This design comes from an exercise in tuning for small area, a short achievable clock period and few clock cycles on the open sky130 flow, not from production work. In this exercise RTL edits were held to simulation tests only and were not proved equivalent to the original. No activity file was given, so power comes from the tool's default toggle rates.

<file path="flow/standard.sh">
#!/bin/bash
# synth_recipe.tcl (not shown) runs the flow's synth.tcl, then flattens the netlist and writes it again
# the make line also repeats each setting of config.mk as NAME=value (left out here)
make -C /OpenROAD-flow-scripts/flow DESIGN_CONFIG=/design/flow/config.mk WORK_HOME=/design/flow/orfs CLKGATE_MAP_FILE= SYNTH_SCRIPT=/design/flow/synth_recipe.tcl "${@:-finish}"
</file>
<file path="flow/constraint.sdc">
create_clock -name core_clock -period 10.0 [get_ports {clk}]
set_input_delay 2.0000 -clock core_clock [delete_from_list [all_inputs] [get_ports {clk}]]
set_output_delay 2.0000 -clock core_clock [all_outputs]
set_load 0.01 [all_outputs]
</file>
<file path="flow/design.v">
module fpmc_lutprog (
    input  wire        clk,
    input  wire        rst,           
    input  wire        cmd_valid,
    output wire        cmd_ready,
    input  wire [1:0]  cmd_variant,   
    input  wire [1:0]  cmd_role,      
    input  wire        cmd_fr,        
    input  wire        cmd_active,    
    input  wire        cmd_present,   
    input  wire [31:0] cmd_base,      
    input  wire [31:0] cmd_len,       
    input  wire [15:0] cmd_n,         
    output wire        mem_req_valid,
    input  wire        mem_req_ready,
    output wire [31:0] mem_addr,
    input  wire        mem_rvalid,
    input  wire [47:0] mem_rdata,
    output wire        ev_valid,
    input  wire        ev_ready,
    output wire [1:0]  ev_kind,       
    output wire [16:0] ev_index,
    output wire [31:0] ev_data,
    output wire        res_valid,
    input  wire        res_ready,
    output wire [3:0]  res_code,
    output wire [17:0] res_wcount
);
    reg        busy;        
    reg        res_v;
    reg        k_pal, k_ill, k_gam, k_lut, k_ok, k_go;
    reg        f_v3, gmx, d14;                      
    reg [15:0] nm1;         
    reg        ev_v;
    reg [29:0] ev_d;
    reg [16:0] ev_i;        
    reg [1:0]  ev_k;
    reg        pm;          
    reg        stp;         
    reg        mreq;
    reg [10:0] ahi;         
    reg [2:0]  alo;         
    reg [17:0] ax;
    reg [16:0] rr;
    reg [2:0]  outs;        
    reg        flush;       
    reg [2:0]  ucnt;        
    reg        rw;          
    reg        crdy;        
    reg        gsel;        
    reg [1:0]  rc;          
    reg [2:0]  rph;         
    reg [3:0]  cnt;
    reg [18:0] f;           
    reg [13:0] qs;
    wire [16:0] rs   = rr;           
    wire [17:0] rsm  = ax;           
    wire [16:0] rrem = rr;
    wire [31:0] raddr = {ahi, ax, alo};
    wire        c_pal   = (cmd_role == 2'd2);
    wire        c_lut   = cmd_present && !cmd_fr;
    wire [15:0] c_nm1   = c_pal ? 16'd255 : (cmd_n - 16'd1);
    wire [16:0] c_n     = c_pal ? 17'd256 : {1'b0, cmd_n};
    wire        c_leneq = (cmd_len[2:0] == 3'd0) && (cmd_len[31:19] == 13'd0) &&
                          (cmd_len[18:3] == (c_pal ? 16'd256 : cmd_n));
    wire [1:0]  c_kind  = c_pal ? 2'd0 : (cmd_role == 2'd1) ? 2'd2 : 2'd1;
    wire [3:0]  c_cnt   = c_pal ? 4'd8 : (cmd_variant == 2'd3 && cmd_role == 2'd0) ? 4'd14 : 4'd10;
    wire c_ok = (cmd_role != 2'd3) && (c_pal || (cmd_variant[1] && (cmd_n[15:1] != 15'd0))) &&
                (!c_lut || c_leneq);
    wire ok   = k_ok;
    wire go   = k_go;
    wire lact = busy && go && k_lut;            
    wire ract = busy && go && !k_lut;           
    wire gmk  = (ev_k == 2'd3);
    wire [16:0] lastw = f_v3 ? {nm1, 1'b1} : {1'b0, nm1};
    reg         eqw;                                
    wire        tlast = ev_v && eqw;                    
    wire        gph   = tlast || pm;                    
    wire        half  = f_v3 && (ev_i[0] ^ ev_v);       
    wire        g2is2 = pm && (ev_i[1:0] == 2'd2);      
    wire        wend  = res_v || (gmx ? (gsel && ev_v && g2is2) : tlast);
    wire        wlast = gmx ? (gsel && g2is2) : eqw;    
    wire        gsel2 = (ev_i[0] ^ ev_v);               
    wire [16:0] wc_g  = {1'b0, nm1} + 17'd4;            
    wire ofree = !ev_v || ev_ready;
    wire cons  = ev_v && ev_ready;
    wire arrv  = mem_rvalid;
    wire fire  = mreq && mem_req_ready;
    wire rdy    = (rph == 3'd5);
    wire rstep  = ract && !wend && rdy && !half && !gph && stp;         
    wire rmain  = ract && !wend && (rdy || !stp) && !half && !gph;      
    wire rwav   = ract && !wend && (half || gph || rdy || !stp);
    wire lhalf  = lact && !wend && half;
    wire larr   = lact && !wend && !half && !flush;
    wire ld     = ofree && (rwav || lhalf || (larr && arrv));
    wire drop   = lact && arrv && !flush && !(ofree && !half);
    wire [16:0] ev_i_inc = ev_i + 17'd1;
    wire        fneg = f[18];
    wire        stepm = (rph >= 3'd4);                     
    wire [18:0] bop  = !fneg ? {rsm[17], rsm} :
                       stepm ? {2'b0, rs} : {2'b0, nm1, 1'b0};
    wire [18:0] sf   = f + bop;
    wire [13:0] q_cur = {ev_d[13:10] & {4{f_v3}}, ev_d[9:8] & {2{!k_pal}}, ev_d[7:0]};
    wire [14:0] q_add = {q_cur, 1'b1} + {qs, !fneg};
    wire [13:0] q_nxt = stp ? q_add[14:1] : 14'd0;
    reg  [18:0] f_nxt;
    always @(*) begin
        case (rph)
            3'd1:    f_nxt = (cnt == 4'd0) ? sf : {sf[17:0], (cnt >= 4'd2)};
            3'd2:    f_nxt = fneg ? sf : f;
            3'd3:    f_nxt = {3'b0, nm1};
            default: f_nxt = sf;
        endcase
    end
    wire f_en_early = !busy || (!k_lut && (rph == 3'd1 || rph == 3'd2 || rph == 3'd3 || rph == 3'd4));
    wire [15:0] mr = mem_rdata[15:0];
    wire [15:0] mg = mem_rdata[31:16];
    wire [15:0] mb = mem_rdata[47:32];
    wire [13:0] xr = k_pal ? {6'd0, mr[15:8]} : d14 ? mr[15:2] : {4'd0, mr[15:6]};
    wire [13:0] xg = k_pal ? {6'd0, mg[15:8]} : d14 ? mg[15:2] : {4'd0, mg[15:6]};
    wire [13:0] xb = k_pal ? {6'd0, mb[15:8]} : d14 ? mb[15:2] : {4'd0, mb[15:6]};
    wire [13:0] cr = k_lut ? xr : q_nxt;
    wire [13:0] cg = k_lut ? xg : q_nxt;
    wire [13:0] cb = k_lut ? xb : q_nxt;
    reg  [29:0] d_nxt;
    always @(*) begin
        if (gph) begin
            if (!k_lut)
                d_nxt = {14'd0, 16'hFFFF};
            else if (!gsel)
                d_nxt = {14'd0, mr};
            else if (gsel2)
                d_nxt = {14'd0, mg};
            else
                d_nxt = {14'd0, mb};
        end else if (half) begin
            d_nxt = {16'd0, k_lut ? qs : ev_d[13:0]};
        end else if (k_pal) begin
            d_nxt = {6'd0, cr[7:0], cg[7:0], cb[7:0]};
        end else if (f_v3) begin
            d_nxt = {cg, 2'd0, cb};
        end else begin
            d_nxt = {cr[9:0], cg[9:0], cb[9:0]};
        end
    end
    wire        pos2   = !rrem[16] && (rrem[15:1] != 15'd0);    
    wire        pos1   = !rrem[16] && (rrem[15:0] != 16'd0);    
    wire        unreq  = rw && (ucnt != 3'd0);
    wire [16:0] stop0  = gmx ? 17'h1FFFD : 17'd0;
    wire [16:0] stop1  = gmx ? 17'h1FFFE : 17'd1;
    wire        more_n = fire ? (rrem != stop1) : (rrem != stop0);
    wire [16:0] rrem_s = rrem + {{16{!rw}}, 1'b1};
    wire [28:0] raddr_s = raddr[31:3] + {{28{rw}}, 1'b1};
    wire [2:0]  outs_n = (fire && !arrv) ? outs + 3'd1 :
                         (!fire && arrv) ? outs - 3'd1 : outs;
    wire        flush_n = (flush || drop) && !(rw && (ucnt == 3'd0));
    wire        mreq_n  = (mreq && !mem_req_ready) ||
                          (lact && !flush_n && more_n && !outs_n[2] && !(f_v3 && fire));
    always @(posedge clk) begin
        if (rst) begin
            busy  <= 1'b0;
            crdy  <= 1'b1;
            res_v <= 1'b0;
            ev_v  <= 1'b0;
            mreq  <= 1'b0;
            outs  <= 3'd0;
            flush <= 1'b0;
            ucnt  <= 3'd0;
            rw    <= 1'b0;
        end else begin
            busy  <= busy ? !(res_v && res_ready) : cmd_valid;
            crdy  <= busy ? (res_v && res_ready) : !cmd_valid;
            res_v <= res_v ? !res_ready : (busy && (!go || (wlast && cons)));
            ev_v  <= ld || (ev_v && !ev_ready);
            outs  <= outs_n;
            flush <= flush_n;
            if (unreq)
                ucnt <= ucnt - 3'd1;
            else if (drop || (flush && arrv))
                ucnt <= ucnt + 3'd1;
            mreq  <= mreq_n;
            rw    <= flush_n && (outs_n == 3'd0) && !mreq_n;
        end
        if (!busy) begin
            k_pal   <= c_pal;
            k_ill   <= (cmd_role == 2'd3);
            k_gam   <= (cmd_role == 2'd1);
            k_ok    <= c_ok;
            k_go    <= c_ok && cmd_active;
            f_v3    <= !c_pal && (cmd_variant == 2'd3);
            gmx     <= !c_pal && (cmd_variant == 2'd2) && (cmd_role == 2'd1);
            d14     <= !c_pal && (cmd_variant == 2'd3) && (cmd_role == 2'd0);
            k_lut   <= cmd_present && !cmd_fr;
            nm1     <= c_nm1;
            cnt     <= c_cnt;
        end else if (rph == 3'd1) begin
            cnt     <= cnt - 4'd1;
        end
        if (ofree && !(ract && stp && !rdy && !half))    
            ev_d <= d_nxt;
        if (!res_v)
            rc <= {!ok && !k_ill, !ok};
        if (!busy || (ld && gph))
            gsel <= busy;
        if (!busy || cons)
            ev_i <= !busy ? 17'd0 :
                    (gmx && wlast) ? wc_g :
                    (gmx && eqw && !pm) ? 17'd0 : ev_i_inc;
        if (!busy || cons)
            eqw  <= busy && (ev_i_inc == lastw);
        if (!busy || (ld && gph))
            ev_k <= busy ? 2'd3 : c_kind;
        if (!busy || (cons && eqw))
            pm <= busy;
        if (!busy || (ofree && rmain))
            stp <= busy;
        if (f_en_early || (ofree && rstep))
            f <= busy ? f_nxt : 19'd1;
        if (!busy || (k_lut ? ((fire && pos2) || (unreq && pos1)) : (rph == 3'd0 || rph == 3'd3)))
            ax <= !busy ? (c_lut ? cmd_base[20:3] : ~{1'b0, c_nm1, 1'b0}) :
                  k_lut ? raddr_s[17:0] : sf[17:0];
        if (!busy || (k_lut ? (ofree && lact && !half) : (rph == 3'd1)))
            qs <= !busy ? 14'd0 :
                  k_lut ? (d14 ? mr[15:2] : {4'd0, mr[15:6]}) : {qs[12:0], !sf[18]};
        if (!busy)
            rph <= 3'd0;
        else if (!k_lut && (rph != 3'd1 || cnt == 4'd0) && !rdy)
            rph <= rph + 3'd1;
        if (!busy || (k_lut ? (fire || unreq) : (rph == 3'd2)))
            rr <= !busy ? c_n : k_lut ? rrem_s : (fneg ? sf[16:0] : f[16:0]);
        if (!busy || (fire && pos2) || (unreq && pos1))
            ahi <= busy ? raddr_s[28:18] : cmd_base[31:21];
        if (!busy)
            alo <= cmd_base[2:0];
    end
    assign cmd_ready     = crdy;
    assign mem_req_valid = mreq;
    assign mem_addr      = raddr;
    assign ev_valid      = ev_v;
    assign ev_kind       = ev_k;
    assign ev_index      = ev_i;
    assign ev_data       = {2'b00, ev_d};
    assign res_valid     = res_v;
    assign res_code      = {1'b0, rc, 1'b0};
    assign res_wcount    = {1'b0, ev_i};
endmodule
</file>
<file path="flow/config.mk">
export PLATFORM = sky130hd
export DESIGN_NAME = fpmc_lutprog
export DESIGN_NICKNAME = fpmc_lutprog
export VERILOG_FILES = /design/flow/design.v
export SDC_FILE = /design/flow/constraint.sdc
export NUM_CORES = 4
export LEC_CHECK = 0
export CAP_MARGIN = 20
export CORE_MARGIN = 2
export CORE_UTILIZATION = 40
export PLACE_DENSITY = 0.6
export SLEW_MARGIN = 20
</file>
<file path="flow/flow/run.sh">
#!/bin/bash
set -o pipefail
export BUFFER_PORTS_ARGS="-buffer_cell sky130_fd_sc_hd__buf_2"
export SETUP_SLACK_MARGIN="${MARGIN:-6.6}"
bash standard.sh > flow_standard.log 2>&1
st=$?
tail -3 flow_standard.log
exit $st
</file>
==> flow_summary.toml, run 1 <==
[run_status]
status = "no timing/DRC/antenna violations"

[floorplan]
top_level_ports = 251
rows = 73
die-area_mm2 = 0.04155
coreArea_mm2 = 0.03955
start_util_pct = 40.39
die_h_um = 203.8
die_x_um = 203.8

[worst_setup_path]
cp.arrival_ns = 3.70
crit_required_ns = 10.22
crit_type = "input port to flip-flop"
crit_slowest_cell = "or3_4"
crit_cells = 10
crit_chain = "buf_12, inv_6, ha_4, nand2b_4, or3_4, or2_4, or3_4, a21oi_4, a21oi_2, a2bb2oi_1"
critPathMostFrequentCell = "or3_4"
cp-end-kind = "flip-flop"
cp_slowest_stage_delay_ns = 0.35
critPathMaxFanout = 4
reg2reg_depth = 13
regToRegSetupSlack_ns = 6.66
worst-path-buf-inv = 2
critPathLaunchType = "input port"
critPathTopFamily = "simple AND/OR/NAND/NOR gates"

[grt]
grt_overflow_total = 0
grt_pass1_vias = 15113
grt_first_pass_wirelength_um = 89930
busiest_layer = "met2"
grt_util_met3_pct = 5.501
grt_util_met1_pct = 38.94
grt_max_degree = 66
use_met2_pct = 44.95
grt_use_total_pct = 28.46
antenna_found_initial = 2

[synth]
yosys_register_bits = 181
ys_top_cells_by_area = "edfxtp_1 (31%), ha_1 (7.1%), a21oi_1 (5.3%), nor2_1 (5.1%), mux2i_1 (5.0%)"
synth_top_cell_by_area = "edfxtp_1"
ys.flop_type = "edfxtp_1"
synth-edff-count = 165
synth_top_area_share_pct = 31.02
synthArstFlopShare_pct = 0
synth_warnings = 1
synthCells = 1870
ys_types = 90
avgSynthCellArea_um2 = 8.542
synth_area_mm2 = 0.01597
yosysSeqAreaShare_pct = 33.02

[route]
wirelength_um = 60210
num_vias = 16027
drcViolationCount = 0
ant_nets = 0
dr.pass1.iters = 7
first_iter_violations = 1671
wl_per_cell_um = 23.03
via_per_inst = 6.131

[run]
cap_violations = 0

[min_path]
worst_hold_path.num_cells = 2
min_path_type = "flip-flop to flip-flop"

[sta]
rsz0062_at_grt = "true"
max_freq_ghz = 0.2868
slew_viol_final = 0
period_needed_ns = 3.486
finalSetupViolCount = 0
finalSetupTns_ns = 0
relSlewSlack_pct = 30.42
hold_viol = 0
worst_pin_slew_ns = 1.043
clock_skew_ns = 0.02212
post-route-period-util_pct = 34.86

[clock_network]
htreeDepth = 4
ctsRootBufferMaster = "clkbuf_16"
clock_latency_ns = 0.48
ctsHoldBuffers = 0
cts.sinks = 181
cts_tree = "done"
cts_made_buffers = 17
cts.reportedPaths.clkPinSlew_ns = 0.07
clock_path_buffers = 2

[placement]
port_buffers = 245
place_hpwl_um = 44430
placedInstanceArea_mm2 = 0.01757
routabilityCongestion = 0.9719

[final_layout]
multi_input_area_mm2 = 0.01043
regArea_mm2 = 0.005284
synthToLayoutAreaGrowth_pct = 19.73
nNetsFinal = 2313
final_area_mm2 = 0.01913
post_route_cells_drive_above_1_share_pct = 22.56
num-fill-cells = 3857

[power_and_ir_drop]
leakage_nw = 7.683
power.density_mw_per_mm2 = 226.9
ir_worst_vdd_mv = 0.1452
==> logic make-up after synthesis <==
| group | synth area share [%] |
|---|---|
| AOI/OAI and AO/OA | 23.27 |
| adders and majority gates | 7.754 |
| and+or+nand+nor | 18.50 |
| DFF | 33.02 |
| buffers and inverters | 5.115 |
| muxes | 5.655 |
| other | 0.02348 |
| xor gates and xnor gates | 6.658 |
==> per-layer routing <==
layer  part of all wire [%]  routed length [µm]
met4                    3.0                1779
met5                  0.022                  13
met1                     42               25450
met3                    9.3                5573
met2                     46               27400
==> worst paths after layout <==
kind	start	endpoint
setup / recovery	cmd_n[0]	ax[11]
hold / removal	ucnt[1]	ucnt[1]
setup reg to reg	rph[2]	rr[12]
hold reg to reg	ucnt[1]	ucnt[1]
==> metrics by stage <==
stage / util [%] / instances / power (mW) / setup slack (ns) / hold slack (ns)
2_1_floorplan: - / 1874 / 2.707 / 6.131 / 0.4636
3_3_place_gp: 44.42 / 2537 / 3.350 / 5.717 / 0.4985
3_5_place_dp: 44.43 / 2537 / 3.366 / 5.636 / 0.5097
4_1_cts: 47.10 / 2593 / 4.142 / 6.455 / 0.5214
5_1_grt: 48.35 / 2613 / 4.585 / 6.471 / 0.5479
6_report: 48.36 / 2614 / 4.340 / 6.514 / 0.5176
==> state kept, by name, indices dropped and copies added, names as in the netlist, 2 cells and up <==
signal / count
alo: 3
ucnt: 3
ahi: 11
rph: 3
nm1: 16
ax: 18
rr: 17
cnt: 4
ev_d: 30
ev_k: 2
qs: 14
f: 19
rc: 2
ev_i: 17
outs: 3
==> area by class of cell <==
class                   count  area share, %
clock buffers              18          2.244
repair buffers            307          10.10
flip-flops and latches    181          27.63
well taps                 525          3.435
inverters                  65          1.400
diodes                      1        0.01308
multi-input cells        1503          54.51
clock inverters            14         0.6673
==> where the power goes <==
| group | leakage [nW] | switching, mW | internal, mW |
|---|---|---|---|
| clock | 0.266 | 0.333 | 0.346 |
| combinational | 5.55 | 1.46 | 0.975 |
| sequential | 1.87 | 0.194 | 1.03 |
==> cells in the mapped netlist, drive strengths merged (12+ instances only) <==
cell type and number:
clkbuf 73, nand2 165, o211ai 24, mux2i 79
a211oi 35, xor2 34, o21a 18, o21ai 120
nor4 18, nand3 55, xnor2 84, nor2 215
o31ai 12, nand2b 27, edfxtp 165, dfxtp 16
a31oi 30, inv 63, a22oi 24, ha 91
buf 52, nand4 18, nor3 36, a21o 26
a21oi 170
==> worst reg2reg max path: stages (launching register included) <==
cell	delay (ns)
dfxtp_2	0.39
buf_12	0.17
mux2i_1	0.26
a21oi_1	0.10
ha_1	0.35
a21oi_2	0.21
o21bai_1	0.10
a211oi_2	0.28
a21oi_2	0.11
buf_4	0.15
nor3_2	0.19
xor2_1	0.27
o21ai_1	0.16
a221o_1	0.34
==> repair_timing <==
| item | CTS | global route |
|---|---|---|
| pin swaps | 12 | 44 |
| gates resized for setup | 53 | 78 |
| buffers inserted | 21 | 19 |
| cloned | 3 | 1 |
| endpoints found under the hold margin | 0 | 0 |
| endpoints found under the setup margin | 121 | 99 |
==> placed cells by master, fill, tap and decap left out, drive strengths merged, types with 11 or more instances in the layout <==
| cell type | Yosys | layout |
|---|---|---|
| mux2i | 79 | 79 |
| inv | 63 | 65 |
| a21oi | 170 | 170 |
| nand3 | 55 | 55 |
| nand4 | 18 | 18 |
| nor2b | 11 | 11 |
| a31oi | 30 | 30 |
| a21o | 26 | 26 |
| xor2 | 34 | 34 |
| ha | 91 | 91 |
| nor2 | 215 | 215 |
| nand2b | 27 | 27 |
| o21ai | 120 | 120 |
| buf | 52 | 302 |
| nor3 | 36 | 36 |
| xnor2 | 84 | 84 |
| nor4 | 18 | 18 |
| o31ai | 12 | 12 |
| o21a | 18 | 18 |
| o211ai | 24 | 24 |
| a211oi | 35 | 35 |
| a22oi | 24 | 24 |
| nand2 | 165 | 165 |
| dfxtp | 16 | 16 |
| edfxtp | 165 | 165 |
| or3 | 11 | 11 |
| clkbuf | 73 | 20 |
Testbench counts, summed over its fixed seeds: cycles 37,771.
==> run 2, diff against run 1 <==
==> flow/flow/run.sh (replaced) <==
#!/bin/bash
set -o pipefail
export BUFFER_PORTS_ARGS="-buffer_cell sky130_fd_sc_hd__buf_1"
export SETUP_SLACK_MARGIN="${MARGIN:-6.7}"
bash standard.sh > flow_standard.log 2>&1
st=$?
tail -3 flow_standard.log
exit $st
--- a/flow/config.mk
+++ b/flow/config.mk
@@ -8,5 +8,5 @@
 export CAP_MARGIN = 20
 export CORE_MARGIN = 2
-export CORE_UTILIZATION = 40
-export PLACE_DENSITY = 0.6
+export CORE_UTILIZATION = 60
+export PLACE_DENSITY = 0.75
 export SLEW_MARGIN = 20
==> run 2 against run 1 <==
- combinational power rose by 5%
- fmax fell by 3.7%
- via count rose by 2.5%
- setup slack got worse by 0.13 ns
- sequential cell count did not move
- critical endpoint unchanged
- wire length fell by 6.3%
- final cell count fell by 6.3%
- clock power rose by 6.3%
==> flow_summary.toml, run 2 <==
[run_status]
status = "no timing/DRC/antenna violations"

[synth]
synthArstFlopShare_pct = 0
ys_top_cells_by_count = "nor2_1 (215), a21oi_1 (169), edfxtp_1 (165)"
ys_types = 90
synth_top_family_by_area = "compound AO/OA/AOI/OAI gates"
synth_top_area_share_pct = 31.02
synth_compound_area_share_pct = 23.27
yosysMostFrequentCell = "nor2_1"
synthMuxAreaShare_pct = 5.655
ys.flop_type = "edfxtp_1"
synth_warnings = 1
synth-xor-area-share_pct = 6.658
yosysSeqAreaShare_pct = 33.02
synth-edff-count = 165
avgSynthCellArea_um2 = 8.542
yosys_register_bits = 181
synth_top_cell_by_area = "edfxtp_1"
synthAdderAreaFrac_pct = 7.754
ys_top_cells_by_area = "edfxtp_1 (31%), ha_1 (7.1%), a21oi_1 (5.3%), nor2_1 (5.1%), mux2i_1 (5.0%)"
synth_simple_gate_area_share_pct = 18.50
synth_area_mm2 = 0.01597
synthCells = 1870

[worst_setup_path]
crit_type = "input port to flip-flop"
critPathMostFrequentCell = "or3_4"
crit_chain = "buf_12, clkinv_8, ha_4, nand2b_4, or3_4, or2_4, or3_4, a21oi_4, a21oi_2, a2bb2oi_2"
crit_required_ns = 10.19
startpoint = "cmd_n[1]"
cp.arrival_ns = 3.81
crit_slowest_cell = "or3_4"
reg2reg_depth = 12
crit_path_end = "ax[11]"
crit_cells = 10
regToRegSetupSlack_ns = 6.52
cp-end-kind = "flip-flop"
cp_slowest_stage_delay_ns = 0.40
critPathTopFamily = "simple AND/OR/NAND/NOR gates"
worstReg2RegEnd = "ax[16]"
critPathLaunchType = "input port"
worst-path-buf-inv = 2
r2r-start = "f[18]"
critPathMaxFanout = 4

[route]
first_iter_violations = 2357
drcViolationCount = 0
wirelength_um = 56410
ant_nets = 0
via_per_inst = 6.709
num_vias = 16430
wl_per_cell_um = 23.04
dr.pass1.iters = 19

[final_layout]
nNetsFinal = 2339
top_register = "ev_d"
num-fill-cells = 2021
largest_reg_flops = 30
top_regs = "ev_d x30, f x19, ax x18"
final_cell_mix = "buf_1 (227), nor2_1 (207), edfxtp_1 (165)"
post_route_cells_drive_above_1_share_pct = 13.20
final_common_cell = "buf_1"
diodes = 0
synthToLayoutAreaGrowth_pct = 19.45

[grt]
grt_pass1_vias = 15133
grt_max_degree = 77
grt_first_pass_wirelength_um = 83840
grt_use_total_pct = 38.13
grt_overflow_total = 0
antenna_found_initial = 0

[placement]
routabilityCongestion = 0.9848
place_hpwl_um = 39460
place_ws_ns = 5.731
port_buffers = 245

[power_and_ir_drop]
leakage_nw = 7.253
power.density_mw_per_mm2 = 235.5
ir_worst_vdd_mv = 0.1620

[sta]
post-route-period-util_pct = 36.20
period_needed_ns = 3.620
clock_skew_ns = 0.01858
relSlewSlack_pct = 19.66
hold_viol = 0
worst_pin_slew_ns = 1.204
finalSetupTns_ns = 0
rsz0062_at_grt = "true"
setup_ws_ns = 6.380
max_freq_ghz = 0.2762
finalSetupViolCount = 0
slew_viol_final = 0

[clock_network]
cts.reportedPaths.clkPinSlew_ns = 0.09
clock_path_buffers = 2
cts_tree = "done"
ctsHoldBuffers = 0
htreeDepth = 4
clock_latency_ns = 0.45
ctsRootBufferMaster = "clkbuf_16"
cts_made_buffers = 17
cts.sinks = 181

[floorplan]
top_level_ports = 251
die-area_mm2 = 0.02794
start_util_pct = 61.13
coreArea_mm2 = 0.02613
die_x_um = 167.2
die_h_um = 167.2
rows = 59

[min_path]
min_path_type = "flip-flop to flip-flop"

[run]
cap_violations = 0
==> run 2: worst min path at each step <==
stage,from,endpoint,cells after the start
4_1_cts,k_ill,rc[1],1
3_5_place_dp,k_ill,rc[1],1
5_1_grt,k_ill,rc[1],1
3_3_place_gp,k_ill,rc[1],1
6_report,k_ill,rc[1],1
2_1_floorplan,busy,gsel,0
==> run 2: timing repair <==
action,4_1_cts,5_1_grt
pin swaps,22,46
setup endpoints to repair,137,121
setup buffers,24,37
resized for setup,77,93
gates cloned,2,5
==> run 2: logic make-up after synthesis <==
group                    after synthesis
AND/OR/NAND/NOR                      617
AO/OA/AOI/OAI                        577
buffers and inverters                190
flip-flops                           181
XOR/XNOR                             119
adder cells (fa/ha/maj)               96
multiplexers                          89
other                                  1
==> run 2: layer usage <==
layer | track usage, % | wire [µm] | up-vias
met2 | 59.64 | 25310 | 1135
met3 | 7.138 | 6820 | 189
li1 | - | - | 7425
met5 | 0 | 0 | -
met1 | 50.94 | 21260 | 7681
met4 | 19.28 | 3020 | 0
==> run 2: area by class of cell <==
class / instances / area, µm² / share of cell area, %
flip-flops and latches: 181 / 5284 / 27.69
clock inverters: 15 / 181.4 / 0.9508
repair buffers: 332 / 1911 / 10.01
inverters: 65 / 280.3 / 1.469
clock buffers: 17 / 425.4 / 2.230
multi-input cells: 1504 / 10580 / 55.45
well taps: 335 / 419.2 / 2.197
==> run 2: stage by stage <==
stage               power [mW]  cell area [µm²]  hold WS [ns]  utilization, %  cells
floorplan                2.707            16210        0.4636               -   1874
global placement         3.245            17050        0.5042           65.24   2348
detailed placement       3.284            17060        0.5121           65.26   2349
CTS                      4.101            18220        0.5055           69.70   2407
global route             4.692            19080        0.5472           73.02   2449
finish                   4.493            19080        0.5113           73.02   2449
==> run 2: where the power goes <==
part	switching [mW]	total [mW]	internal, mW	leakage [nW]
Combinational	1.52	2.56	1.04	5.09
Sequential	0.180	1.21	1.03	1.87
Clock	0.361	0.722	0.361	0.298
==> run 3, diff against run 2 <==
--- a/flow/design.v
+++ b/flow/design.v
@@ -29,5 +29,6 @@
     reg        busy;        
     reg        res_v;
-    reg        k_pal, k_ill, k_gam, k_lut, k_ok, k_go;
+    reg        k_pal, k_gam, k_lut, k_go;
+    reg        st;          
     reg        f_v3, gmx, d14;                      
     reg [15:0] nm1;         
@@ -60,5 +61,5 @@
     wire        c_pal   = (cmd_role == 2'd2);
     wire        c_lut   = cmd_present && !cmd_fr;
-    wire [15:0] c_nm1   = c_pal ? 16'd255 : (cmd_n - 16'd1);
+    wire [15:0] c_n16   = c_pal ? 16'd256 : cmd_n;
     wire [16:0] c_n     = c_pal ? 17'd256 : {1'b0, cmd_n};
     wire        c_leneq = (cmd_len[2:0] == 3'd0) && (cmd_len[31:19] == 13'd0) &&
@@ -68,5 +69,4 @@
     wire c_ok = (cmd_role != 2'd3) && (c_pal || (cmd_variant[1] && (cmd_n[15:1] != 15'd0))) &&
                 (!c_lut || c_leneq);
-    wire ok   = k_ok;
     wire go   = k_go;
     wire lact = busy && go && k_lut;            
@@ -107,4 +107,5 @@
     always @(*) begin
         case (rph)
+            3'd0:    f_nxt = 19'd1;
             3'd1:    f_nxt = (cnt == 4'd0) ? sf : {sf[17:0], (cnt >= 4'd2)};
             3'd2:    f_nxt = fneg ? sf : f;
@@ -113,5 +114,5 @@
         endcase
     end
-    wire f_en_early = !busy || (!k_lut && (rph == 3'd1 || rph == 3'd2 || rph == 3'd3 || rph == 3'd4));
+    wire f_en_early = !busy || (!k_lut && (rph <= 3'd4));
     wire [15:0] mr = mem_rdata[15:0];
     wire [15:0] mg = mem_rdata[31:16];
@@ -184,7 +185,6 @@
         if (!busy) begin
             k_pal   <= c_pal;
-            k_ill   <= (cmd_role == 2'd3);
             k_gam   <= (cmd_role == 2'd1);
-            k_ok    <= c_ok;
+            rc      <= {!c_ok && (cmd_role != 2'd3), !c_ok};
             k_go    <= c_ok && cmd_active;
             f_v3    <= !c_pal && (cmd_variant == 2'd3);
@@ -192,5 +192,5 @@
             d14     <= !c_pal && (cmd_variant == 2'd3) && (cmd_role == 2'd0);
             k_lut   <= cmd_present && !cmd_fr;
-            nm1     <= c_nm1;
+            nm1     <= c_n16;
             cnt     <= c_cnt;
         end else if (rph == 3'd1) begin
@@ -199,6 +199,10 @@
         if (ofree && !(ract && stp && !rdy && !half))    
             ev_d <= d_nxt;
-        if (!res_v)
-            rc <= {!ok && !k_ill, !ok};
+        if (!busy)
+            st <= cmd_valid;
+        else
+            st <= 1'b0;
+        if (busy && st)
+            nm1 <= nm1 - 16'd1;
         if (!busy || (ld && gph))
             gsel <= busy;
@@ -216,7 +220,7 @@
             stp <= busy;
         if (f_en_early || (ofree && rstep))
-            f <= busy ? f_nxt : 19'd1;
+            f <= busy ? f_nxt : 19'd3;
         if (!busy || (k_lut ? ((fire && pos2) || (unreq && pos1)) : (rph == 3'd0 || rph == 3'd3)))
-            ax <= !busy ? (c_lut ? cmd_base[20:3] : ~{1'b0, c_nm1, 1'b0}) :
+            ax <= !busy ? (c_lut ? cmd_base[20:3] : ~{1'b0, c_n16, 1'b0}) :
                   k_lut ? raddr_s[17:0] : sf[17:0];
         if (!busy || (k_lut ? (ofree && lact && !half) : (rph == 3'd1)))
==> flow/flow/run.sh (replaced) <==
#!/bin/bash
set -o pipefail
export BUFFER_PORTS_ARGS="-buffer_cell sky130_fd_sc_hd__buf_2"
export SETUP_SLACK_MARGIN="${MARGIN:-6.7}"
bash standard.sh > flow_standard.log 2>&1
st=$?
tail -3 flow_standard.log
exit $st
--- a/flow/config.mk
+++ b/flow/config.mk
@@ -9,4 +9,5 @@
 export CORE_MARGIN = 2
 export CORE_UTILIZATION = 60
+export CTS_BUF_LIST = sky130_fd_sc_hd__clkbuf_4 sky130_fd_sc_hd__clkbuf_8
 export PLACE_DENSITY = 0.75
 export SLEW_MARGIN = 20
==> run 3 against run 2 <==
- core utilization fell by 3.2 points
- critical endpoint is now f[15]
- via count shrank 0.71%
- sequential cell count shrank 1
- combinational power is 35% lower
- non-clock buffer count down 26
==> flow_summary.toml, run 3 <==
[min_path]
worst_hold_path.num_cells = 2
min_path_type = "flip-flop to flip-flop"
hp-start = "outs[1]"
holdPathEnd = "outs[1]"

[final_layout]
final_common_cell = "buf_2"
top_register = "ev_d"
nNetsFinal = 2327
fin_util_pct = 69.79
top_regs = "ev_d x30, f x19, ax x18"
largest_reg_flops = 30
post_route_cells_drive_above_1_share_pct = 21.70
final_area_mm2 = 0.01865
diodes = 0
synthToLayoutAreaGrowth_pct = 15.46
final_cell_mix = "buf_2 (244), nor2_1 (226), a21oi_1 (174)"

[synth]
ys_top_cells_by_count = "nor2_1 (231), a21oi_1 (177), edfxtp_1 (163)"
avgSynthCellArea_um2 = 8.561
ys_top_cells_by_area = "edfxtp_1 (30%), ha_1 (7.2%), a21oi_1 (5.5%), nor2_1 (5.4%), mux2i_1 (5.3%)"
yosysSeqAreaShare_pct = 32.41
yosysMostFrequentCell = "nor2_1"
synth-edff-count = 163
synth_top_cell_by_area = "edfxtp_1"
synthArstFlopShare_pct = 0
synth_area_mm2 = 0.01615
synthCells = 1887
synth_top_area_share_pct = 30.30
yosys_register_bits = 180
ys_types = 93
ys.flop_type = "edfxtp_1"
synth_warnings = 1

[floorplan]
top_level_ports = 251
die_x_um = 168.1
start_util_pct = 60.44
coreArea_mm2 = 0.02673
die_h_um = 168.1
rows = 60
die-area_mm2 = 0.02825

[grt]
grt_util_met3_pct = 5.712
busiest_layer = "met2"
grt_pass1_vias = 14697
antenna_found_initial = 0
grt_use_total_pct = 37.67
grt_max_degree = 64
use_met2_pct = 59.56
grt_first_pass_wirelength_um = 82820
grt_util_met1_pct = 51.39
grt_overflow_total = 0

[clock_network]
cts.reportedPaths.clkPinSlew_ns = 0.11
clock_path_buffers = 2
cts_tree = "done"
ctsRootBufferMaster = "clkbuf_8"
cts.sinks = 180
htreeDepth = 4
clock_latency_ns = 0.50
ctsHoldBuffers = 0
cts_made_buffers = 17

[sta]
relSlewSlack_pct = 25.79
period_needed_ns = 3.463
max_freq_ghz = 0.2887
finalSetupViolCount = 0
hold_viol = 0
post-route-period-util_pct = 34.63
setup_ws_ns = 6.537
clock_skew_ns = 0.03012
holdWs_ns = 0.5567
slew_viol_final = 0
worst_pin_slew_ns = 1.113
rsz0062_at_grt = "true"
finalSetupTns_ns = 0

[placement]
place_ws_ns = 5.843
port_buffers = 245
placedInstanceArea_mm2 = 0.01753
routabilityCongestion = 1.004
place_hpwl_um = 39100

[route]
wl_per_cell_um = 22.77
drcViolationCount = 0
ant_nets = 0
via_per_inst = 6.680
dr.pass1.iters = 6
num_vias = 16313
first_iter_violations = 2146
wirelength_um = 55610

[run_status]
status = "no timing/DRC/antenna violations"

[worst_setup_path]
r2r-start = "f[18]"
regToRegSetupSlack_ns = 6.54
crit_required_ns = 10.23
crit_type = "flip-flop to flip-flop"
cp-end-kind = "flip-flop"
critPathMaxFanout = 15
cp.arrival_ns = 3.70
cp_slowest_stage_delay_ns = 0.50
crit_chain = "buf_4, clkbuf_16, nor2_1, a21oi_1, ha_2, a21o_1, a221oi_4, nand3_2, a211o_1, a21oi_1, xnor2_1, a222oi_1, nor2_1"
reg2reg_depth = 13
critPathLaunchType = "flip-flop"
crit_slowest_cell = "edfxtp_1"
worstReg2RegEnd = "f[15]"

[power_and_ir_drop]
ir_worst_vdd_mv = 0.09080
power.density_mw_per_mm2 = 178.3
leakage_nw = 7.662

[run]
cap_violations = 0
## run 3: cell type report
cell class	instances	area [µm²]
clock inverters	13	160.2
flip-flops and latches	180	5245
repair inverters	1	5.005
multi-input cells	1528	10460
inverters	54	225.2
fillers	2212	8074
well taps	341	426.7
clock buffers	19	261.5
repair buffers	306	1864
## run 3: logic make-up (layout without fill, tap and decap cells)
logic type                 Yosys count  in the layout  synth area share, %
and+or+nand+nor                    614            614                18.20
AOI/OAI and AO/OA                  580            580                23.07
buffers and inverters              183            393                5.003
DFF                                180            180                32.41
xor gates and xnor gates           131            131                7.219
other                                1              5              0.02321
adders and majority gates           97             97                7.699
muxes                              101            101                6.382
## run 3: routing by layer
metal	part of all wire [%]	routed length [µm]
met1	40	22330
met2	45	25190
met3	9.5	5292
met4	5.0	2796
met5	0	0
## run 3: worst max-delay path by stage
stage | slack [ns] | to | start
final | 6.54 | f[15] | f[18]
after global routing | 6.47 | f[15] | f[18]
after CTS | 6.69 | ahi[8] | rw
after detailed placement | 5.84 | rc[1] | cmd_role[0]
after floorplan | 6.54 | rc[1] | cmd_role[0]
after global placement | 5.85 | rc[1] | cmd_role[0]
## run 3: timing repair
action | in CTS | in global routing
buffers inserted | 18 | 13
gates cloned | 4 | 1
endpoints found under the setup margin | 105 | 42
pin swaps | 9 | 24
gates resized for setup | 24 | 44
## run 3: worst max-delay path: cells and delay by family (launching register included)
kind            cells  cell delay [ns]
simple gates        3             0.37
xor+xnor            1             0.19
buf+inv             2             0.39
compound gates      6             1.56
flops               1             0.50
fa+ha+maj           1             0.21
## run 3: report_power, final
group,switching [mW],internal (mW),total [mW]
sequential,0.130,0.975,1.11
clock,0.326,0.225,0.551
combinational,0.997,0.672,1.67
total,1.45,1.87,3.33
## run 3: metrics by stage
step                power [mW]  instances
finish                   3.325       2442
CTS                      3.166       2427
global route             3.483       2442
detailed placement       2.580       2373
global placement         2.557       2373
floorplan                2.151       1891
Testbench counts of run 3, summed over its fixed seeds: cycles 37,771.
==> run 4, diff against run 3 <==
--- a/flow/config.mk
+++ b/flow/config.mk
@@ -9,5 +9,4 @@
 export CORE_MARGIN = 2
 export CORE_UTILIZATION = 60
-export CTS_BUF_LIST = sky130_fd_sc_hd__clkbuf_4 sky130_fd_sc_hd__clkbuf_8
 export PLACE_DENSITY = 0.75
 export SLEW_MARGIN = 20
==> run 4 against run 3 <==
- critical endpoint is now rr[15]
- combinational power is 4% higher
- critical path type unchanged
- sequential share of layout area is 0.71 points lower
- clock-buffer cell count stayed put
- clock power is 32% higher
- first-iteration DRC count is 0.23% higher
- still clean
==> flow_summary.toml, run 4 <==
[power_and_ir_drop]
ir_worst_vdd_mv = 0.09694
power.density_mw_per_mm2 = 185.8
leakage_nw = 7.911

[synth]
synth-xor-area-share_pct = 7.219
synthAdderAreaFrac_pct = 7.699
synth_top_family_by_area = "compound AO/OA/AOI/OAI gates"
ys.flop_type = "edfxtp_1"
synth_warnings = 1
synth_top_area_share_pct = 30.30
synth-edff-count = 163
ys_top_cells_by_area = "edfxtp_1 (30%), ha_1 (7.2%), a21oi_1 (5.5%), nor2_1 (5.4%), mux2i_1 (5.3%)"
avgSynthCellArea_um2 = 8.561
synth_area_mm2 = 0.01615
synthCells = 1887
synth_compound_area_share_pct = 23.07
ys_top_cells_by_count = "nor2_1 (231), a21oi_1 (177), edfxtp_1 (163)"
yosysSeqAreaShare_pct = 32.41
ys_types = 93
synthMuxAreaShare_pct = 6.382
yosysMostFrequentCell = "nor2_1"
synthArstFlopShare_pct = 0
yosys_register_bits = 180
synth_simple_gate_area_share_pct = 18.20
synth_top_cell_by_area = "edfxtp_1"

[clock_network]
ctsRootBufferMaster = "clkbuf_16"
clock_path_buffers = 2
cts.sinks = 180
cts.reportedPaths.clkPinSlew_ns = 0.08
cts_made_buffers = 17
htreeDepth = 4
clock_latency_ns = 0.46
cts_tree = "done"
ctsHoldBuffers = 0

[worst_setup_path]
cp.arrival_ns = 3.72
crit_type = "flip-flop to flip-flop"
cp_slowest_stage_delay_ns = 0.48
cp-end-kind = "flip-flop"
r2r-start = "f[18]"
crit_required_ns = 10.19
critPathMaxFanout = 15
crit_slowest_cell = "edfxtp_1"
startpoint = "f[18]"
critPathLaunchType = "flip-flop"
crit_chain = "buf_4, clkbuf_16, a21oi_1, ha_1, o21ai_0, nand4bb_4, nand3_2, a211o_1, and4_4, or4_4, o211ai_2, o21ai_2"

[floorplan]
die-area_mm2 = 0.02825
top_level_ports = 251
die_x_um = 168.1
die_h_um = 168.1
start_util_pct = 60.44
coreArea_mm2 = 0.02673
rows = 60

[final_layout]
largest_reg_flops = 30
final_cell_mix = "buf_2 (243), nor2_1 (222), a21oi_1 (172)"
final_common_cell = "buf_2"
post_route_cells_drive_above_1_share_pct = 23.05
num-fill-cells = 2130
layout.cells.non_filler = 2467
top_register = "ev_d"
fin_util_pct = 71.60
nNetsFinal = 2352
diodes = 0
top_regs = "ev_d x30, f x19, ax x18"
synthToLayoutAreaGrowth_pct = 18.46

[route]
ant_nets = 0
first_iter_violations = 2151
dr.pass1.iters = 9
via_per_inst = 6.699
wirelength_um = 56910
drcViolationCount = 0
wl_per_cell_um = 23.07
num_vias = 16526

[sta]
max_freq_ghz = 0.2835
post-route-period-util_pct = 35.27
slew_viol_final = 0
clock_skew_ns = 0.02054
period_needed_ns = 3.527
worst_pin_slew_ns = 1.124
hold_viol = 0
rsz0062_at_grt = "true"
holdWs_ns = 0.5544
finalSetupViolCount = 0
relSlewSlack_pct = 25.07
finalSetupTns_ns = 0
setup_ws_ns = 6.473

[grt]
grt_max_degree = 64
grt_first_pass_wirelength_um = 84390
grt_use_total_pct = 38.37
grt_overflow_total = 0
grt_pass1_vias = 14949
antenna_found_initial = 0

[placement]
dpl.cell_count = 2373
routabilityCongestion = 1.004
place_ws_ns = 5.843
port_buffers = 245
place_hpwl_um = 39100

[min_path]
hp-start = "ucnt[2]"
min_path_type = "flip-flop to flip-flop"

[run_status]
status = "no timing/DRC/antenna violations"

[run]
cap_violations = 0
## run 4: critical path, delay by kind of cell, from the launching register on
family | cells | cell delay (ns)
flip-flops | 1 | 0.48
buffers and inverters | 2 | 0.38
AND/OR/NAND/NOR | 4 | 1.06
AO/OA/AOI/OAI | 5 | 1.06
adder cells (fa/ha/maj) | 1 | 0.29
## run 4: kinds of logic (layout without fill, tap and decap cells)
logic type | after synthesis | count (layout)
XOR/XNOR | 131 | 131
buffers and inverters | 183 | 418
flip-flops | 180 | 180
AND/OR/NAND/NOR | 614 | 614
AO/OA/AOI/OAI | 580 | 580
adder cells (fa/ha/maj) | 97 | 97
other | 1 | 5
multiplexers | 101 | 101
## run 4: layer usage
metal / vias up / GRT usage (%) / part of all wire, %
met4: 0 / 18.29 / 5.7
met3: 211 / 6.112 / 10
met5: - / 0 / 0
met2: 1090 / 60.74 / 45
li1: 7468 / - / -
met1: 7757 / 51.77 / 39
## run 4: final timing paths
check            end  slack, ns  cells past startpoint
max           rr[15]       6.47                     12
min          ucnt[2]       0.55                      2
max reg2reg   rr[15]       6.47                     12
min reg2reg  ucnt[2]       0.55                      2
## run 4: layout make-up
| type | count | area [µm²] | area share [%] |
|---|---|---|---|
| well taps | 341 | 426.7 | 2.230 |
| clock inverters | 13 | 160.2 | 0.8369 |
| inverters | 54 | 225.2 | 1.177 |
| clock buffers | 19 | 452.9 | 2.367 |
| multi-input cells | 1528 | 10530 | 55.03 |
| repair buffers | 331 | 2088 | 10.91 |
| repair inverters | 1 | 5.005 | 0.02615 |
| flip-flops and latches | 180 | 5246 | 27.42 |
## run 4: metrics by stage
step	area (µm²)	power, mW
after global routing	19140	3.712
after CTS	18560	3.352
final	19140	3.555
after floorplan	16330	2.151
after global placement	17530	2.557
after detailed placement	17530	2.580
## run 4: power breakdown
part,internal (mW),switching (mW)
logic,0.701,1.02
clock network,0.372,0.354
registers,0.975,0.128
## run 4: what timing repair did
item                                    CTS  global route
cloned                                    4             1
buffers inserted                         23            33
pin swaps                                16            23
resized for setup                        33            55
endpoints found under the setup margin  104            87
==> run 5, diff against run 4 <==
==> flow/flow/run.sh (replaced) <==
#!/bin/bash
set -o pipefail
export BUFFER_PORTS_ARGS="-buffer_cell sky130_fd_sc_hd__buf_1"
export SETUP_SLACK_MARGIN="${MARGIN:-6.7}"
bash standard.sh > flow_standard.log 2>&1
st=$?
tail -3 flow_standard.log
exit $st
==> run 5 against run 4 <==
- core utilization shrank 1.5 points
- global-route usage decreased by 0.61 points
- first-iteration DRC count grew 2.6%
- hold slack got worse by 0.016 ns
- critical endpoint unchanged
- largest cell class unchanged
==> flow_summary.toml, run 5 <==
[final_layout]
post_route_cells_drive_above_1_share_pct = 11.44
largest_reg_flops = 30
num-fill-cells = 2213
top_regs = "ev_d x30, f x19, ax x18"
final_common_cell = "buf_1"
layout.cells.non_filler = 2466
top_register = "ev_d"
final_cell_mix = "buf_1 (242), nor2_1 (222), a21oi_1 (172)"
diodes = 0
synthToLayoutAreaGrowth_pct = 15.96
nNetsFinal = 2351

[route]
wl_per_cell_um = 22.44
drcViolationCount = 0
dr.pass1.iters = 6
ant_nets = 0
wirelength_um = 55330
first_iter_violations = 2206
via_per_inst = 6.574
num_vias = 16211

[synth]
yosys_register_bits = 180
synth_area_mm2 = 0.01615
synth-edff-count = 163
yosysMostFrequentCell = "nor2_1"
synth_top_area_share_pct = 30.30
ys_top_cells_by_area = "edfxtp_1 (30%), ha_1 (7.2%), a21oi_1 (5.5%), nor2_1 (5.4%), mux2i_1 (5.3%)"
synthArstFlopShare_pct = 0
synth_top_cell_by_area = "edfxtp_1"
yosysSeqAreaShare_pct = 32.41
ys.flop_type = "edfxtp_1"
avgSynthCellArea_um2 = 8.561
ys_top_cells_by_count = "nor2_1 (231), a21oi_1 (177), edfxtp_1 (163)"
ys_types = 93
synthCells = 1887
synth_warnings = 1

[grt]
grt_first_pass_wirelength_um = 83290
grt_pass1_vias = 14978
grt_max_degree = 66
grt_util_met3_pct = 5.971
use_met2_pct = 59.83
grt_overflow_total = 0
busiest_layer = "met2"
antenna_found_initial = 1
grt_use_total_pct = 37.77
grt_util_met1_pct = 50.71

[power_and_ir_drop]
ir_worst_vdd_mv = 0.1054
leakage_nw = 7.147
clkPwrFrac_pct = 19.4
power_frac_comb_pct = 48.5
intPower_mw = 1.965
swShare_pct = 42.80
power.density_mw_per_mm2 = 183.4
power_frac_seq_pct = 32.2
switchingPower_mw = 1.470

[sta]
clock_skew_ns = 0.01766
setup_ws_ns = 6.637
rsz0062_at_grt = "true"
post-route-period-util_pct = 33.63
relSlewSlack_pct = 25.81
hold_viol = 0
slew_viol_final = 0
worst_pin_slew_ns = 1.113
period_needed_ns = 3.363
max_freq_ghz = 0.2974
finalSetupTns_ns = 0
finalSetupViolCount = 0

[run]
cap_violations = 0

[worst_setup_path]
crit_required_ns = 10.18
critPathMaxFanout = 8
critPathLaunchType = "flip-flop"
crit_chain = "buf_6, mux2i_1, a21oi_1, ha_1, a21o_1, a221oi_4, nand3_2, a211o_1, and4_4, or4_4, o211ai_2, o21ai_2"
crit_slowest_cell = "or4_4"
cp_slowest_stage_delay_ns = 0.47
worst-path-buf-inv = 1
crit_type = "flip-flop to flip-flop"
critPathTopFamily = "compound AO/OA/AOI/OAI gates"
cp-end-kind = "flip-flop"
cp.arrival_ns = 3.54

[floorplan]
start_util_pct = 60.44
die_x_um = 168.1
coreArea_mm2 = 0.02673
die_h_um = 168.1
top_level_ports = 251
rows = 60
die-area_mm2 = 0.02825

[clock_network]
ctsRootBufferMaster = "clkbuf_16"
cts.reportedPaths.clkPinSlew_ns = 0.07
cts_made_buffers = 17
clock_path_buffers = 2
cts.sinks = 180
htreeDepth = 4
clock_latency_ns = 0.45
cts_tree = "done"

[placement]
port_buffers = 245
place_hpwl_um = 38910
routabilityCongestion = 1.038
place_ws_ns = 5.659
dpl.cell_count = 2371

[run_status]
status = "no timing/DRC/antenna violations"

[min_path]
min_path_type = "flip-flop to flip-flop"
[run 5: cell families after synthesis]
| logic type | share of synthesized area, % |
|---|---|
| xor gates and xnor gates | 7.219 |
| and+or+nand+nor | 18.20 |
| adders and majority gates | 7.699 |
| AOI/OAI and AO/OA | 23.07 |
| muxes | 6.382 |
| buffers and inverters | 5.003 |
| other | 0.02321 |
| DFF | 32.41 |
[run 5: tightest hold or removal path, stage by stage (launching register included)]
cell and delay, ns:
dfxtp_1 0.35, nand2_1 0.07, a311oi_1 0.08
[run 5: metal layers]
metal,wire [µm],part of all wire [%]
met1,22270,40
met2,24730,45
met3,5583,10
met4,2732,4.9
met5,13,0.023
[run 5: timing repair]
| action | CTS | global route |
|---|---|---|
| hold buffers | 0 | 0 |
| resized for setup | 35 | 59 |
| gates cloned | 2 | 1 |
| pin swaps | 15 | 27 |
| setup buffers | 40 | 20 |
| endpoints found under the setup margin | 112 | 70 |
[run 5: per-stage QoR]
stage	power, mW	cell area (µm²)	utilization, %	hold slack, ns
after CTS	3.265	18280	68.38	0.5396
after floorplan	2.151	16330	-	0.4847
after detailed placement	2.555	17220	64.43	0.5301
after global routing	3.592	18730	70.09	0.5747
after global placement	2.531	17210	64.40	0.5036
final	3.435	18730	70.09	0.5387
[run 5: power by group through the flow]
stage | sequential (mW) | combinational, mW | clock [mW]
after global placement | 1.12 | 1.41 | 0
after detailed placement | 1.12 | 1.43 | 0
final | 1.10 | 1.67 | 0.665
after global routing | 1.12 | 1.79 | 0.690
after floorplan | 1.10 | 1.06 | 0
after CTS | 1.10 | 1.50 | 0.664
[run 5: final timing paths]
kind	startpoint	end	slack (ns)	depth (start not counted)
min reg2reg	outs[1]	outs[1]	0.54	2
max reg2reg	rph[2]	rr[15]	6.64	12
min	outs[1]	outs[1]	0.54	2
max	rph[2]	rr[15]	6.64	12
[run 5: area by class of cell]
| class | count | area, µm² | area share (%) |
|---|---|---|---|
| multi-input combinational | 1528 | 10560 | 56.36 |
| sequential | 180 | 5246 | 28.01 |
| timing repair buffer | 330 | 1720 | 9.184 |
| clock buffer | 19 | 432.9 | 2.311 |
| tap | 341 | 426.7 | 2.278 |
| inverter | 54 | 225.2 | 1.202 |
| clock inverter | 13 | 118.9 | 0.6345 |
| timing repair inverter | 1 | 5.005 | 0.02672 |
==> run 6, diff against run 5 <==
==> flow/flow/run.sh (replaced) <==
#!/bin/bash
set -o pipefail
export BUFFER_PORTS_ARGS="-buffer_cell sky130_fd_sc_hd__buf_1"
export SETUP_SLACK_MARGIN="${MARGIN:-6.8}"
bash standard.sh > flow_standard.log 2>&1
st=$?
tail -3 flow_standard.log
exit $st
==> run 6 against run 5 <==
- largest cell class unchanged
- clock-buffer cell count fell by 2
- power rose by 6.7%
- setup slack got worse by 0.058 ns
- clock skew rose by 0.0012 ns
- highest routed layer is now met4
- core utilization rose by 1.9 points
- global-route usage rose by 1.3 points
- area after synthesis did not move
- sequential share of layout area fell by 0.74 points
- via count rose by 3.6%
- sequential power barely moved
==> flow_summary.toml, run 6 <==
[run_status]
status = "no timing/DRC/antenna violations"

[synth]
synth_top_cell_by_area = "edfxtp_1"
synth_warnings = 1
ys_top_cells_by_area = "edfxtp_1 (30%), ha_1 (7.2%), a21oi_1 (5.5%), nor2_1 (5.4%), mux2i_1 (5.3%)"
yosysMostFrequentCell = "nor2_1"
ys_top_cells_by_count = "nor2_1 (231), a21oi_1 (177), edfxtp_1 (163)"
yosysSeqAreaShare_pct = 32.41
synth-edff-count = 163
synthCells = 1887
avgSynthCellArea_um2 = 8.561
yosys_register_bits = 180
synthArstFlopShare_pct = 0
synth_area_mm2 = 0.01615
synth_top_area_share_pct = 30.30
ys_types = 93
ys.flop_type = "edfxtp_1"

[run]
cap_violations = 0

[final_layout]
final_cell_mix = "buf_1 (240), nor2_1 (217), a21oi_1 (167)"
diodes = 0
largest_reg_flops = 30
post_route_cells_drive_above_1_share_pct = 14.34
fin_util_pct = 72.01
top_register = "ev_d"
nNetsFinal = 2367
synthToLayoutAreaGrowth_pct = 19.14
top_regs = "ev_d x30, f x19, ax x18"
final_common_cell = "buf_1"
num-fill-cells = 2098
layout.cells.non_filler = 2482
multi_input_area_mm2 = 0.01080
final_area_mm2 = 0.01925
regArea_mm2 = 0.005248

[sta]
clock_skew_ns = 0.01884
post-route-period-util_pct = 34.20
holdWs_ns = 0.5488
worst_pin_slew_ns = 1.118
finalSetupTns_ns = 0
slew_viol_final = 0
finalSetupViolCount = 0
period_needed_ns = 3.420
relSlewSlack_pct = 25.48
setup_ws_ns = 6.580
max_freq_ghz = 0.2924
rsz0062_at_grt = "true"
hold_viol = 0

[worst_setup_path]
cp-end-kind = "flip-flop"
crit_required_ns = 10.18
reg2reg_depth = 13
cp.arrival_ns = 3.60
crit_type = "flip-flop to flip-flop"
critPathLaunchType = "flip-flop"
critPathMaxFanout = 7

[placement]
place_hpwl_um = 39150
place_ws_ns = 5.664
routabilityCongestion = 0.9928
dpl.cell_count = 2372
placedInstanceArea_mm2 = 0.01726
port_buffers = 245

[route]
first_iter_violations = 2388
wirelength_um = 58160
num_vias = 16790
ant_nets = 0
wl_per_cell_um = 23.43
dr.pass1.iters = 6
via_per_inst = 6.765
drcViolationCount = 0

[power_and_ir_drop]
leakage_nw = 7.361
power.total_mw = 3.664
ir_worst_vdd_mv = 0.1138
power.density_mw_per_mm2 = 190.4

[grt]
grt_overflow_total = 0
grt_first_pass_wirelength_um = 86130
grt_pass1_vias = 15313
antenna_found_initial = 0
grt_max_degree = 68
grt_use_total_pct = 39.10

[floorplan]
die_h_um = 168.1
coreArea_mm2 = 0.02673
top_level_ports = 251
rows = 60
start_util_pct = 60.44
die-area_mm2 = 0.02825
die_x_um = 168.1

[clock_network]
ctsRootBufferMaster = "clkbuf_16"
htreeDepth = 4
clock_path_buffers = 2
cts_tree = "done"
cts_made_buffers = 17
cts.reportedPaths.clkPinSlew_ns = 0.07
clock_latency_ns = 0.45
cts.sinks = 180
ctsHoldBuffers = 0

[min_path]
worst_hold_path.num_cells = 2
min_path_type = "flip-flop to flip-flop"
## run 6: critical path, stage by stage, from the launching register on
cell	delay (ns)
edfxtp_1	0.52
buf_6	0.19
buf_16	0.14
nor2_4	0.08
a21oi_2	0.04
ha_1	0.33
and3_4	0.18
a221oi_4	0.30
nand3_2	0.17
a211o_1	0.36
a21oi_1	0.29
xnor2_2	0.17
a222oi_1	0.30
nor2_1	0.07
## run 6: what timing repair did
item	4_1_cts	5_1_grt
endpoints found under the hold margin	0	0
setup buffers	48	22
pin swaps	26	53
endpoints found under the setup margin	141	96
gates cloned	8	0
gates resized for setup	53	95
## run 6: metal layers
| layer | vias to the layer above | GRT usage (%) | routed length, µm |
|---|---|---|---|
| met5 | - | 0 | 0 |
| met1 | 7917 | 52.24 | 22710 |
| met2 | 1162 | 61.25 | 26210 |
| li1 | 7482 | - | - |
| met3 | 229 | 6.300 | 6108 |
| met4 | 0 | 21.14 | 3131 |
## run 6: final timing paths
path / from / slack [ns] / end
max: f[18] / 6.58 / f[15]
min reg2reg: ucnt[2] / 0.55 / ucnt[2]
max reg2reg: f[18] / 6.58 / f[15]
min: ucnt[2] / 0.55 / ucnt[2]
## run 6: power breakdown
part / internal [mW] / total [mW] / switching [mW] / leakage (nW)
logic: 0.734 / 1.81 / 1.08 / 5.18
clock network: 0.406 / 0.745 / 0.340 / 0.304
registers: 0.976 / 1.11 / 0.130 / 1.87
## run 6: kinds of logic after synthesis
logic type,after synthesis,share of synthesized area [%]
simple gates,614,18.20
compound gates,580,23.07
buf+inv,183,5.003
flops,180,32.41
xor+xnor,131,7.219
mux,101,6.382
fa+ha+maj,97,7.699
other cells,1,0.02321
## run 6: final cells by class
class                           instances  area share, %
Tap cell                              341          2.217
Clock inverter                         15          1.105
Timing Repair inverter                  1        0.02600
Multi-Input combinational cell       1530          56.10
Timing Repair Buffer                  344          9.888
Clock buffer                           17          2.210
Inverter                               54          1.183
Sequential cell                       180          27.27
==> run 7, diff against run 6 <==
--- a/flow/design.v
+++ b/flow/design.v
@@ -104,8 +104,23 @@
     wire [14:0] q_add = {q_cur, 1'b1} + {qs, !fneg};
     wire [13:0] q_nxt = stp ? q_add[14:1] : 14'd0;
+    wire [15:0] m_dec = nm1 - 16'd1;                  
+    wire [15:0] msm1  = m_dec | {1'b0, m_dec[15:1]};
+    wire [15:0] msm2  = msm1 | {2'b0, msm1[15:2]};
+    wire [15:0] msm3  = msm2 | {4'b0, msm2[15:4]};
+    wire [15:0] msm   = msm3 | {8'b0, msm3[15:8]};    
+    reg  [4:0]  mbl;
+    integer     bi;
+    always @(*) begin
+        mbl = 5'd0;
+        for (bi = 0; bi < 16; bi = bi + 1)
+            if (m_dec[bi]) mbl = bi[4:0] + 5'd1;
+    end
+    wire [4:0]  cdiff   = {1'b0, cnt} - mbl;           
+    wire        skipall = cdiff[4];
+    wire [18:0] twok    = (cnt == 4'd8) ? 19'd510 : (cnt == 4'd14) ? 19'd32766 : 19'd2046;
     reg  [18:0] f_nxt;
     always @(*) begin
         case (rph)
-            3'd0:    f_nxt = 19'd1;
+            3'd0:    f_nxt = skipall ? twok : {2'b0, msm, (cdiff[3:0] != 4'd0)};
             3'd1:    f_nxt = (cnt == 4'd0) ? sf : {sf[17:0], (cnt >= 4'd2)};
             3'd2:    f_nxt = fneg ? sf : f;
@@ -194,4 +209,6 @@
             nm1     <= c_n16;
             cnt     <= c_cnt;
+        end else if (rph == 3'd0) begin
+            cnt     <= cdiff[3:0];
         end else if (rph == 3'd1) begin
             cnt     <= cnt - 4'd1;
@@ -204,5 +221,5 @@
             st <= 1'b0;
         if (busy && st)
-            nm1 <= nm1 - 16'd1;
+            nm1 <= m_dec;
         if (!busy || (ld && gph))
             gsel <= busy;
@@ -229,4 +246,6 @@
         if (!busy)
             rph <= 3'd0;
+        else if (!k_lut && rph == 3'd0 && skipall)
+            rph <= 3'd2;
         else if (!k_lut && (rph != 3'd1 || cnt == 4'd0) && !rdy)
             rph <= rph + 3'd1;
==> flow/flow/run.sh (replaced) <==
#!/bin/bash
set -o pipefail
export BUFFER_PORTS_ARGS="-buffer_cell sky130_fd_sc_hd__buf_2"
export SETUP_SLACK_MARGIN="${MARGIN:-6.7}"
bash standard.sh > flow_standard.log 2>&1
st=$?
tail -3 flow_standard.log
exit $st
==> run 7 against run 6 <==
- register-to-register slack worse by 1.4 ns
- critical path depth is 4 higher
- clock skew decreased by 0.0022 ns
- via count is 5.9% higher
- sequential share of layout area decreased by 1.5 points
- core utilization is 1.6 points higher
- power grew 32%
- largest power group unchanged
==> flow_summary.toml, run 7 <==
[run_status]
status = "no timing/DRC/antenna violations"

[grt]
grt_first_pass_wirelength_um = 90580
grt_max_degree = 67
antenna_found_initial = 0
grt_use_total_pct = 40.08
grt_overflow_total = 0
grt_pass1_vias = 16107

[route]
first_iter_violations = 2287
dr.pass1.iters = 8
wl_met3_um = 6284
drt-met1-wl_um = 23960
drcViolationCount = 0
routed.top_layer = "met4"
ant_nets = 0
num_vias = 17773
wl_per_cell_um = 23.12
wirelength_um = 61260
via_per_inst = 6.707
wl_met2_um = 28080

[worst_setup_path]
crit_required_ns = 10.20
critPathLaunchType = "flip-flop"
cp_slowest_stage_delay_ns = 0.58
critPathMaxFanout = 5
crit_slowest_cell = "or4_4"
crit_chain = "or4_4, or3_4, nor4_4, xnor2_2, o21ai_1, a31oi_1, ha_2, inv_2, fa_2, a21o_1, a21oi_2, ha_1, or4b_4, buf_6, a221oi_2, a22oi_1, o21a_1"
cp-end-kind = "flip-flop"
cp.arrival_ns = 5.07
crit_type = "flip-flop to flip-flop"

[sta]
max_freq_ghz = 0.2054
worst_pin_slew_ns = 1.174
post-route-period-util_pct = 48.70
setup_ws_ns = 5.130
rsz0062_at_grt = "true"
finalSetupTns_ns = 0
period_needed_ns = 4.870
slew_viol_final = 0
hold_viol = 0
clock_skew_ns = 0.01667
relSlewSlack_pct = 21.22
finalSetupViolCount = 0

[final_layout]
nNetsFinal = 2508
top_register = "ev_d"
diodes = 0
fin_util_pct = 73.57
top_regs = "ev_d x30, f x19, ax x18"
final_cell_mix = "buf_2 (243), nor2_1 (206), a21oi_1 (189)"
layout.cells.non_filler = 2650
post_route_cells_drive_above_1_share_pct = 24.16
final_common_cell = "buf_2"
synthToLayoutAreaGrowth_pct = 20.85
largest_reg_flops = 30

[floorplan]
top_level_ports = 251
die_h_um = 171.7
die-area_mm2 = 0.02947
rows = 61
start_util_pct = 60.88
die_x_um = 171.7
coreArea_mm2 = 0.02771

[synth]
ys_top_cells_by_count = "nor2_1 (210), a21oi_1 (200), nand2_1 (182)"
avgSynthCellArea_um2 = 8.374
ys_top_cells_by_area = "edfxtp_1 (29%), ha_1 (7.6%), a21oi_1 (5.9%), mux2i_1 (5.0%), nor2_1 (4.7%)"
yosysMostFrequentCell = "nor2_1"
synthArstFlopShare_pct = 0
synthCells = 2014
synth_area_mm2 = 0.01687
synth_top_area_share_pct = 29.02
yosys_register_bits = 180
synth_top_cell_by_area = "edfxtp_1"
synth-edff-count = 163
ys.flop_type = "edfxtp_1"
yosysSeqAreaShare_pct = 31.04
synth_warnings = 1
ys_types = 80

[placement]
place_ws_ns = 4.370
dpl.cell_count = 2523
routabilityCongestion = 1.051
port_buffers = 245
place_hpwl_um = 43560

[min_path]
min_path_type = "flip-flop to flip-flop"

[clock_network]
clock_path_buffers = 2
ctsHoldBuffers = 0
ctsRootBufferMaster = "clkbuf_16"
clock_latency_ns = 0.46
cts_tree = "done"
cts_made_buffers = 17
cts.sinks = 180
htreeDepth = 4
cts.reportedPaths.clkPinSlew_ns = 0.07

[power_and_ir_drop]
leakage_nw = 8.468
power.density_mw_per_mm2 = 238.0
ir_worst_vdd_mv = 0.1611

[run]
cap_violations = 0
[run 7: changes by cell type in the layout (fill, tap and decap cells not counted), sizes merged, moves of 10 or more]
| cell | previous run | this run |
|---|---|---|
| nand2 | 158 | 182 |
| a21oi | 177 | 200 |
| nor2 | 231 | 210 |
| nand3 | 32 | 51 |
| buf | 341 | 356 |
| a311oi | 2 | 13 |
| nor2b | 33 | 44 |
| nor3 | 41 | 30 |
| a222oi | 14 | 4 |
| o31ai | 6 | 16 |
[run 7: cell families (layout without fill, tap and decap cells)]
group / after synthesis / count (layout) / share of synthesized area, %
AND/OR/NAND/NOR: 661 / 661 / 18.69
AO/OA/AOI/OAI: 629 / 629 / 23.93
buffers and inverters: 199 / 453 / 4.978
flip-flops: 180 / 180 / 31.04
XOR/XNOR: 136 / 136 / 7.062
adder cells (fa/ha/maj): 107 / 107 / 8.160
multiplexers: 101 / 101 / 6.113
other: 1 / 5 / 0.02223
[run 7: routing by layer]
metal	vias up	GRT usage, %
li1	7964	-
met1	8365	52.21
met2	1226	65.76
met3	218	6.903
met4	0	16.99
met5	-	0
[run 7: final cells by class]
cell class                      instances  area (µm²)
Clock buffer                           17       425.4
Tap cell                              378       473.0
Clock inverter                         15       138.9
Inverter                               62       255.2
Timing Repair Buffer                  359        2241
Sequential cell                       180        5244
Multi-Input combinational cell       1639       11610
Fill cell                            2154        7322
[run 7: metrics by stage]
step                power (mW)  hold WS (ns)  cell area, µm²
CTS                      4.452        0.5288           19730
detailed placement       3.548        0.5150           18270
global placement         3.511        0.4937           18260
floorplan                2.844        0.4636           17070
global route             5.068        0.5745           20380
finish                   4.852        0.5347           20380
[run 7: power breakdown]
| group | leakage (nW) | switching, mW | internal [mW] |
|---|---|---|---|
| clock network | 0.281 | 0.345 | 0.330 |
| logic | 6.32 | 1.76 | 1.20 |
| registers | 1.87 | 0.190 | 1.03 |
| total | 8.47 | 2.29 | 2.56 |
[run 7: final timing paths]
kind | endpoint | startpoint | slack [ns] | cells past startpoint
max | f[12] | nm1[9] | 5.13 | 17
min | ucnt[2] | ucnt[2] | 0.53 | 2
max reg2reg | f[12] | nm1[9] | 5.13 | 17
min reg2reg | ucnt[2] | ucnt[2] | 0.53 | 2
[run 7: worst max-delay path: cells and delay by family, from the launching register on]
| family | cells | cell delay, ns |
|---|---|---|
| AND/OR/NAND/NOR | 4 | 1.85 |
| adder cells (fa/ha/maj) | 3 | 0.83 |
| XOR/XNOR | 1 | 0.16 |
| AO/OA/AOI/OAI | 7 | 1.13 |
| buffers and inverters | 2 | 0.19 |
| flip-flops | 1 | 0.44 |
[run 7: timing repair]
item	CTS	global route
setup buffers	59	33
resized for setup	78	74
endpoints found under the setup margin	125	116
cloned	2	0
pin swaps	43	45
Testbench counts of run 7, summed over its fixed seeds: cycles 37,339.

[separate check: timing with driven ports]
The flow's constraints put no driver on any port. The routed layouts listed below were extracted and timed again, unchanged, in two steps. Step 1 (the two cells are an assumption about what drives the block):
set clk [get_ports {clk}]
set_driving_cell -lib_cell sky130_fd_sc_hd__clkbuf_16 $clk
set_driving_cell -lib_cell sky130_fd_sc_hd__buf_2 [delete_from_list [all_inputs] $clk]
Step 2 times the ports against the registers' clock, not the clock port: input delays grow and output delays shrink by t, the midpoint of the rising clock arrivals with the driver on. Slacks: ideal / step 1 / step 2; pairs: ideal / step 1.
run	t, ns	slack for setup (ns)	worst setup path at the end	cell pins on the clock port's net
run 1	0.520	6.514 / 6.500 / 5.980	input to register	1
run 2	0.492	6.380 / 6.375 / 5.882	input to register	1
run 3	0.534	6.537 / 6.537 / 6.185	input to register	1
run 4	0.495	6.473 / 6.473 / 6.220	input to register	1
run 5	0.489	6.637 / 6.637 / 6.173	input to register	1
run 6	0.492	6.580 / 6.580 / 6.178	input to register	1
run 7	0.508	5.130 / 5.130 / 5.130	register to register	1
After both steps every run listed still meets setup and hold. The setup slack of run 1, which loses most, moves by -0.014 ns with the drivers and by -0.534 ns with both steps.
